Context: an optimization exercise on an open-source flow, tuned for small area, a short achievable clock period and few clock cycles per item. The choices shown serve that exercise and are no tape-out recipe.
Only simulation tests tie the RTL to the original design; equivalence was not proved.

before:
==> flow/design.v <==
module zi_lea128 (
    input  wire         clk,
    input  wire         rst,           
    input  wire         in_valid,
    output wire         in_ready,
    input  wire         in_decrypt,    
    input  wire [127:0] in_key,
    input  wire [127:0] in_block,
    output reg          out_valid,
    output wire [127:0] out_block
);
    localparam [2:0] S_IDLE = 3'd0,
                     S_KEY  = 3'd1,    
                     S_ENC  = 3'd2,
                     S_DEC  = 3'd3,
                     S_KLD  = 3'd4;    
    reg [2:0]  state;
    reg [4:0]  rnd;
    reg [31:0] x0, x1, x2, x3;         
    reg [31:0] t0, t1, t2, t3;         
    reg [31:0] c0, c1, c2, c3;         
    reg        kvalid;                 
    assign in_ready = (state == S_IDLE);
    wire   in_fire  = in_valid && in_ready;
    wire [31:0] kw0 = {in_key[103:96], in_key[111:104], in_key[119:112], in_key[127:120]};
    wire [31:0] kw1 = {in_key[71:64], in_key[79:72], in_key[87:80], in_key[95:88]};
    wire [31:0] kw2 = {in_key[39:32], in_key[47:40], in_key[55:48], in_key[63:56]};
    wire [31:0] kw3 = {in_key[7:0], in_key[15:8], in_key[23:16], in_key[31:24]};
    wire [31:0] bw0 = {in_block[103:96], in_block[111:104], in_block[119:112], in_block[127:120]};
    wire [31:0] bw1 = {in_block[71:64], in_block[79:72], in_block[87:80], in_block[95:88]};
    wire [31:0] bw2 = {in_block[39:32], in_block[47:40], in_block[55:48], in_block[63:56]};
    wire [31:0] bw3 = {in_block[7:0], in_block[15:8], in_block[23:16], in_block[31:24]};
    assign out_block = {x0[7:0], x0[15:8], x0[23:16], x0[31:24],
                        x1[7:0], x1[15:8], x1[23:16], x1[31:24],
                        x2[7:0], x2[15:8], x2[23:16], x2[31:24],
                        x3[7:0], x3[15:8], x3[23:16], x3[31:24]};
    wire hit = kvalid && ({kw0[0],    kw0[31:1],  kw1[2:0],  kw1[31:3],
                           kw2[5:0],  kw2[31:6],  kw3[10:0], kw3[31:11]}
                          == {t0, t1, t2, t3});
    reg [31:0] dc;
    always @(*) begin
        case (rnd)
            5'd0:  dc = 32'hc3efe9db;
            5'd1:  dc = 32'h88c4d604;
            5'd2:  dc = 32'he789f229;
            5'd3:  dc = 32'hc6f98763;
            5'd4:  dc = 32'h3efe9dbc;
            5'd5:  dc = 32'h8c4d6048;
            5'd6:  dc = 32'h789f229e;
            5'd7:  dc = 32'h6f98763c;
            5'd8:  dc = 32'hefe9dbc3;
            5'd9:  dc = 32'hc4d60488;
            5'd10: dc = 32'h89f229e7;
            5'd11: dc = 32'hf98763c6;
            5'd12: dc = 32'hfe9dbc3e;
            5'd13: dc = 32'h4d60488c;
            5'd14: dc = 32'h9f229e78;
            5'd15: dc = 32'h98763c6f;
            5'd16: dc = 32'he9dbc3ef;
            5'd17: dc = 32'hd60488c4;
            5'd18: dc = 32'hf229e789;
            5'd19: dc = 32'h8763c6f9;
            5'd20: dc = 32'h9dbc3efe;
            5'd21: dc = 32'h60488c4d;
            5'd22: dc = 32'h229e789f;
            default: dc = 32'h763c6f98;
        endcase
    end
    wire        bwd = (state == S_DEC);
    wire [31:0] d0 = dc                    ^ {32{bwd}};
    wire [31:0] d1 = {dc[30:0], dc[31]}    ^ {32{bwd}};
    wire [31:0] d2 = {dc[29:0], dc[31:30]} ^ {32{bwd}};
    wire [31:0] d3 = {dc[28:0], dc[31:29]} ^ {32{bwd}};
    wire [31:0] a0 = t0 + d0 + {31'd0, bwd};
    wire [31:0] a1 = t1 + d1 + {31'd0, bwd};
    wire [31:0] a2 = t2 + d2 + {31'd0, bwd};
    wire [31:0] a3 = t3 + d3 + {31'd0, bwd};
    wire [31:0] f0 = {a0[30:0], a0[31]};           
    wire [31:0] f1 = {a1[28:0], a1[31:29]};        
    wire [31:0] f2 = {a2[25:0], a2[31:26]};        
    wire [31:0] f3 = {a3[20:0], a3[31:21]};        
    wire [31:0] g0 = {a0[0],    a0[31:1]};         
    wire [31:0] g1 = {a1[2:0],  a1[31:3]};         
    wire [31:0] g2 = {a2[5:0],  a2[31:6]};         
    wire [31:0] g3 = {a3[10:0], a3[31:11]};        
    wire [31:0] r0 = {t0[30:0], t0[31]};
    wire [31:0] r1 = {t1[28:0], t1[31:29]};
    wire [31:0] r2 = {t2[25:0], t2[31:26]};
    wire [31:0] r3 = {t3[20:0], t3[31:21]};
    wire [31:0] e_s0 = (x0 ^ f0) + (x1 ^ f1);
    wire [31:0] e_s1 = (x1 ^ f2) + (x2 ^ f1);
    wire [31:0] e_s2 = (x2 ^ f3) + (x3 ^ f1);
    wire [31:0] e_y0 = {e_s0[22:0], e_s0[31:23]};    
    wire [31:0] e_y1 = {e_s1[4:0],  e_s1[31:5]};     
    wire [31:0] e_y2 = {e_s2[2:0],  e_s2[31:3]};     
    wire [31:0] k12  = r1 ^ r2;
    wire [31:0] k13  = r1 ^ r3;
    wire [31:0] d_m0 = {x0[8:0],  x0[31:9]}  - (x3 ^ r0);     
    wire [31:0] d_m1 = {x1[26:0], x1[31:27]} - (d_m0 ^ k12);  
    wire [31:0] d_m2 = {x2[28:0], x2[31:29]} - (d_m1 ^ k13);  
    wire [31:0] d_y1 = d_m0 ^ r1;
    wire [31:0] d_y2 = d_m1 ^ r1;
    wire [31:0] d_y3 = d_m2 ^ r1;
    always @(posedge clk) begin
        case (state)
            S_IDLE: begin
                {x0, x1, x2, x3} <= {bw0, bw1, bw2, bw3};
                if (in_valid) begin
                    if (in_decrypt && hit)
                        {t0, t1, t2, t3} <= {c0, c1, c2, c3};
                    else
                        {t0, t1, t2, t3} <= {kw0, kw1, kw2, kw3};
                end
            end
            S_KEY: begin
                {t0, t1, t2, t3} <= {f0, f1, f2, f3};
                if (rnd == 5'd23)
                    {c0, c1, c2, c3} <= {a0, a1, a2, a3};
            end
            S_KLD: begin
                {t0, t1, t2, t3} <= {c0, c1, c2, c3};
            end
            S_ENC: begin
                {t0, t1, t2, t3} <= {f0, f1, f2, f3};
                {x0, x1, x2, x3} <= {e_y0, e_y1, e_y2, x0};
            end
            default: begin  
                {t0, t1, t2, t3} <= {g0, g1, g2, g3};
                {x0, x1, x2, x3} <= {x3, d_y1, d_y2, d_y3};
            end
        endcase
    end
    always @(posedge clk) begin
        if (rst) begin
            state     <= S_IDLE;
            rnd       <= 5'd0;
            out_valid <= 1'b0;
            kvalid    <= 1'b0;
        end else begin
            out_valid <= 1'b0;
            case (state)
                S_IDLE: begin
                    if (in_fire) begin
                        kvalid <= 1'b0;
                        if (!in_decrypt) begin
                            rnd   <= 5'd0;
                            state <= S_ENC;
                        end else if (hit) begin
                            rnd   <= 5'd23;
                            state <= S_DEC;
                        end else begin
                            rnd   <= 5'd0;
                            state <= S_KEY;
                        end
                    end
                end
                S_KEY: begin
                    if (rnd == 5'd23) begin
                        state <= S_KLD;           
                    end else begin
                        rnd <= rnd + 5'd1;
                    end
                end
                S_KLD: begin
                    state <= S_DEC;
                end
                S_ENC: begin
                    rnd <= rnd + 5'd1;
                    if (rnd == 5'd23) begin
                        out_valid <= 1'b1;
                        state     <= S_IDLE;
                    end
                end
                default: begin  
                    rnd <= rnd - 5'd1;
                    if (rnd == 5'd0) begin
                        out_valid <= 1'b1;
                        kvalid    <= 1'b1;
                        state     <= S_IDLE;
                    end
                end
            endcase
        end
    end
endmodule
Settings: LEC_CHECK=0, ABC_AREA=1, CAP_MARGIN=20, CORE_MARGIN=2, CORE_UTILIZATION=40, SLEW_MARGIN=20; clock period 12.0 ns.
run.sh (not shown) runs the stock make flow with config.mk's settings and CLKGATE_MAP_FILE= SYNTH_SCRIPT=/design/flow/synth_recipe.tcl, a recipe that flattens the netlist after the stock synthesis.
Testbench counts of before, summed over its fixed seeds: cycles 21,283, blocks 768.
[inputs] after vs before
--- a/flow/design.v
+++ b/flow/design.v
@@ -17,13 +17,14 @@
     reg [2:0]  state;
     reg [4:0]  rnd;
     reg [31:0] x0, x1, x2, x3;         
     reg [31:0] t0, t1, t2, t3;         
     reg [31:0] c0, c1, c2, c3;         
     reg        kvalid;                 
-    assign in_ready = (state == S_IDLE);
+    reg    rdy;                        
+    assign in_ready = rdy;
     wire   in_fire  = in_valid && in_ready;
     wire [31:0] kw0 = {in_key[103:96], in_key[111:104], in_key[119:112], in_key[127:120]};
     wire [31:0] kw1 = {in_key[71:64], in_key[79:72], in_key[87:80], in_key[95:88]};
     wire [31:0] kw2 = {in_key[39:32], in_key[47:40], in_key[55:48], in_key[63:56]};
     wire [31:0] kw3 = {in_key[7:0], in_key[15:8], in_key[23:16], in_key[31:24]};
     wire [31:0] bw0 = {in_block[103:96], in_block[111:104], in_block[119:112], in_block[127:120]};
@@ -92,15 +93,35 @@
     wire [31:0] e_s2 = (x2 ^ f3) + (x3 ^ f1);
     wire [31:0] e_y0 = {e_s0[22:0], e_s0[31:23]};    
     wire [31:0] e_y1 = {e_s1[4:0],  e_s1[31:5]};     
     wire [31:0] e_y2 = {e_s2[2:0],  e_s2[31:3]};     
     wire [31:0] k12  = r1 ^ r2;
     wire [31:0] k13  = r1 ^ r3;
-    wire [31:0] d_m0 = {x0[8:0],  x0[31:9]}  - (x3 ^ r0);     
-    wire [31:0] d_m1 = {x1[26:0], x1[31:27]} - (d_m0 ^ k12);  
-    wire [31:0] d_m2 = {x2[28:0], x2[31:29]} - (d_m1 ^ k13);  
+    function [31:0] subks(input [31:0] x, input [31:0] y);
+        reg [32:0] g, p, gn, pn;
+        integer l, i;
+        begin
+            g = {x & ~y, 1'b1};
+            p = {x ^ ~y, 1'b0};
+            for (l = 1; l < 33; l = l * 2) begin
+                gn = g;
+                pn = p;
+                for (i = 0; i < 33; i = i + 1)
+                    if (i >= l) begin
+                        gn[i] = g[i] | (p[i] & g[i - l]);
+                        pn[i] = p[i] & p[i - l];
+                    end
+                g = gn;
+                p = pn;
+            end
+            subks = x ^ ~y ^ g[31:0];
+        end
+    endfunction
+    wire [31:0] d_m0 = subks({x0[8:0],  x0[31:9]},  x3 ^ r0);     
+    wire [31:0] d_m1 = subks({x1[26:0], x1[31:27]}, d_m0 ^ k12);  
+    wire [31:0] d_m2 = subks({x2[28:0], x2[31:29]}, d_m1 ^ k13);  
     wire [31:0] d_y1 = d_m0 ^ r1;
     wire [31:0] d_y2 = d_m1 ^ r1;
     wire [31:0] d_y3 = d_m2 ^ r1;
     always @(posedge clk) begin
         case (state)
             S_IDLE: begin
@@ -130,21 +151,23 @@
             end
         endcase
     end
     always @(posedge clk) begin
         if (rst) begin
             state     <= S_IDLE;
+            rdy       <= 1'b1;
             rnd       <= 5'd0;
             out_valid <= 1'b0;
             kvalid    <= 1'b0;
         end else begin
             out_valid <= 1'b0;
             case (state)
                 S_IDLE: begin
                     if (in_fire) begin
                         kvalid <= 1'b0;
+                        rdy    <= 1'b0;
                         if (!in_decrypt) begin
                             rnd   <= 5'd0;
                             state <= S_ENC;
                         end else if (hit) begin
                             rnd   <= 5'd23;
                             state <= S_DEC;
@@ -165,20 +188,22 @@
                     state <= S_DEC;
                 end
                 S_ENC: begin
                     rnd <= rnd + 5'd1;
                     if (rnd == 5'd23) begin
                         out_valid <= 1'b1;
+                        rdy       <= 1'b1;
                         state     <= S_IDLE;
                     end
                 end
                 default: begin  
                     rnd <= rnd - 5'd1;
                     if (rnd == 5'd0) begin
                         out_valid <= 1'b1;
                         kvalid    <= 1'b1;
+                        rdy       <= 1'b1;
                         state     <= S_IDLE;
                     end
                 end
             endcase
         end
     end
Notes after the runs:
after ended with every stage complete and zero timing, DRC or antenna violations. Compared to before, after has CTS buffer count 1 higher. On setup slack of the critical path after layout, the lower figure sits with before, not after. after ended with less multi-input combinational cell count than before. before -> after: non-clock buffer count increased by a few percent.
Testbench counts of after, summed over its fixed seeds: cycles 21,283, blocks 768.

---

## R
Another version of the RTL of zi_lea128 (not shown whole).
Size: about 4300 cells after synthesis, ~430 flip-flops, roughly 390 I/O pins.
Settings: LEC_CHECK=0, ABC_AREA=0, CAP_MARGIN=20, CORE_MARGIN=2, CORE_UTILIZATION=40, CTS_BUF_LIST=sky130_fd_sc_hd__clkbuf_8, PLACE_DENSITY=0.7, SETUP_SLACK_MARGIN=5, SLEW_MARGIN=20; clock period 12.0 ns.
standard.sh (not shown) runs the stock make flow with config.mk's settings and CLKGATE_MAP_FILE= SYNTH_SCRIPT=/design/flow/synth_recipe.tcl, a recipe that flattens the netlist after the stock synthesis.
==> flow/flow/run.sh <==
#!/bin/bash
# The standard layout (standard.sh: standard synthesis, then ORFS to
# finish), with one change: the buffer that ORFS puts on every input and
# output port is the platform's smallest buffer, buf_1, rather than the cell
# buffer_ports picks on its own (clkdlybuf4s50_1). The repair steps after it
# still resize port buffers where timing, slew or load call for it.
set -euo pipefail
export BUFFER_PORTS_ARGS="-buffer_cell sky130_fd_sc_hd__buf_1"
bash standard.sh > standard.log 2>&1
Testbench counts of R, summed over its fixed seeds: cycles 21,200, blocks 768.
diff inputs: R => P
--- a/flow/design.v
+++ b/flow/design.v
@@ -72,55 +72,40 @@
     wire [31:0] d1 = {dc[30:0], dc[31]}    ^ {32{bwd}};
     wire [31:0] d2 = {dc[29:0], dc[31:30]} ^ {32{bwd}};
     wire [31:0] d3 = {dc[28:0], dc[31:29]} ^ {32{bwd}};
     wire        idle = (state == S_IDLE);
     wire [31:0] u0 = idle ? kw0 : t0;
     wire [31:0] u1 = idle ? kw1 : t1;
     wire [31:0] u2 = idle ? kw2 : t2;
     wire [31:0] u3 = idle ? kw3 : t3;
-    wire [31:0] a0 = addsk(u0, d0, bwd);
-    wire [31:0] a1 = addsk(u1, d1, bwd);
-    wire [31:0] a2 = addsk(u2, d2, bwd);
-    wire [31:0] a3 = addsk(u3, d3, bwd);
+    wire [31:0] a0 = u0 + d0 + {31'd0, bwd};
+    wire [31:0] a1 = u1 + d1 + {31'd0, bwd};
+    wire [31:0] a2 = u2 + d2 + {31'd0, bwd};
+    wire [31:0] a3 = u3 + d3 + {31'd0, bwd};
     wire [31:0] f0 = {a0[30:0], a0[31]};           
     wire [31:0] f1 = {a1[28:0], a1[31:29]};        
     wire [31:0] f2 = {a2[25:0], a2[31:26]};        
     wire [31:0] f3 = {a3[20:0], a3[31:21]};        
     wire [31:0] g0 = {a0[0],    a0[31:1]};         
     wire [31:0] g1 = {a1[2:0],  a1[31:3]};         
     wire [31:0] g2 = {a2[5:0],  a2[31:6]};         
     wire [31:0] g3 = {a3[10:0], a3[31:11]};        
     wire [31:0] r0 = {t0[30:0], t0[31]};
     wire [31:0] r1 = {t1[28:0], t1[31:29]};
     wire [31:0] r2 = {t2[25:0], t2[31:26]};
     wire [31:0] r3 = {t3[20:0], t3[31:21]};
-    wire [31:0] e_s0 = addsk(x0 ^ t0, x1 ^ t1, 1'b0);
-    wire [31:0] e_s1 = addsk(x1 ^ t2, x2 ^ t1, 1'b0);
-    wire [31:0] e_s2 = addsk(x2 ^ t3, x3 ^ t1, 1'b0);
+    wire [31:0] e_s0 = (x0 ^ t0) + (x1 ^ t1);
+    wire [31:0] e_s1 = (x1 ^ t2) + (x2 ^ t1);
+    wire [31:0] e_s2 = (x2 ^ t3) + (x3 ^ t1);
     wire [31:0] e_y0 = {e_s0[22:0], e_s0[31:23]};    
     wire [31:0] e_y1 = {e_s1[4:0],  e_s1[31:5]};     
     wire [31:0] e_y2 = {e_s2[2:0],  e_s2[31:3]};     
     wire [31:0] k12  = r1 ^ r2;
     wire [31:0] k13  = r1 ^ r3;
-    function [31:0] addsk(input [31:0] x, input [31:0] y, input ci);
-        reg [32:0] g, p;
-        integer l, i;
-        begin
-            g = {x & y, ci};
-            p = {x ^ y, 1'b0};
-            for (l = 0; l < 6; l = l + 1)
-                for (i = 0; i < 33; i = i + 1)
-                    if (i[l]) begin
-                        g[i] = g[i] | (p[i] & g[((i >> l) << l) - 1]);
-                        p[i] = p[i] & p[((i >> l) << l) - 1];
-                    end
-            addsk = x ^ y ^ g[31:0];
-        end
-    endfunction
     function [31:0] subks(input [31:0] x, input [31:0] y);
         reg [32:0] g, p, gn, pn;
         integer l, i;
         begin
             g = {x & ~y, 1'b1};
             p = {x ^ ~y, 1'b0};
             for (l = 1; l < 33; l = l * 2) begin
                 gn = g;
### Flow results
- Number of multi-input combinational cells (P vs. R) increases by more than 10%
- Side by side, number of clock buffers in the layout turned out lower in P than in R.
- Measured against each other, R and P differ in cell count after placement, the lower figure coming from R.
- P vs. R: total routing resource utilization after global routing shows an increase of 0.45 points; sequential fraction of total cell area went down 1.3 points; number of non-clock inverters in the layout lower.
Testbench counts of P, summed over its fixed seeds: cycles 21,200, blocks 768.

[afterwards: timing with drivers on the ports]
No port has a modelled driver above. Below, the same layouts with a new extraction and two added sets of constraints. Step 1, drivers: a clkbuf_16 drives clk and a buf_2 each remaining input, both assumed. Step 2, shift: input delay + t, output delay - t, t = (earliest + latest rising clock arrival at the registers) / 2. This alone moves slack from input paths to output paths. a / b / c = ideal ports / drivers / drivers and shift; a / b = the first two.
| run | t, ns | slack for setup (ns) | worst hold slack (ns) |
|---|---|---|---|
| before | 0.762 | 3.439 / 3.439 / 3.439 | 0.477 / 0.477 / 0.477 |
| after | 0.763 | 3.508 / 3.508 / 3.508 | 0.508 / 0.508 / 0.508 |
| R | 0.812 | 4.796 / 4.796 / 4.551 | 0.433 / 0.433 / 0.433 |
| P | 0.835 | 5.150 / 5.150 / 4.465 | 0.432 / 0.432 / 0.432 |
After both steps setup and hold are still met in every run listed. The setup slack of P, which loses most, moves by 0.000 ns with the drivers and by -0.685 ns with both steps.
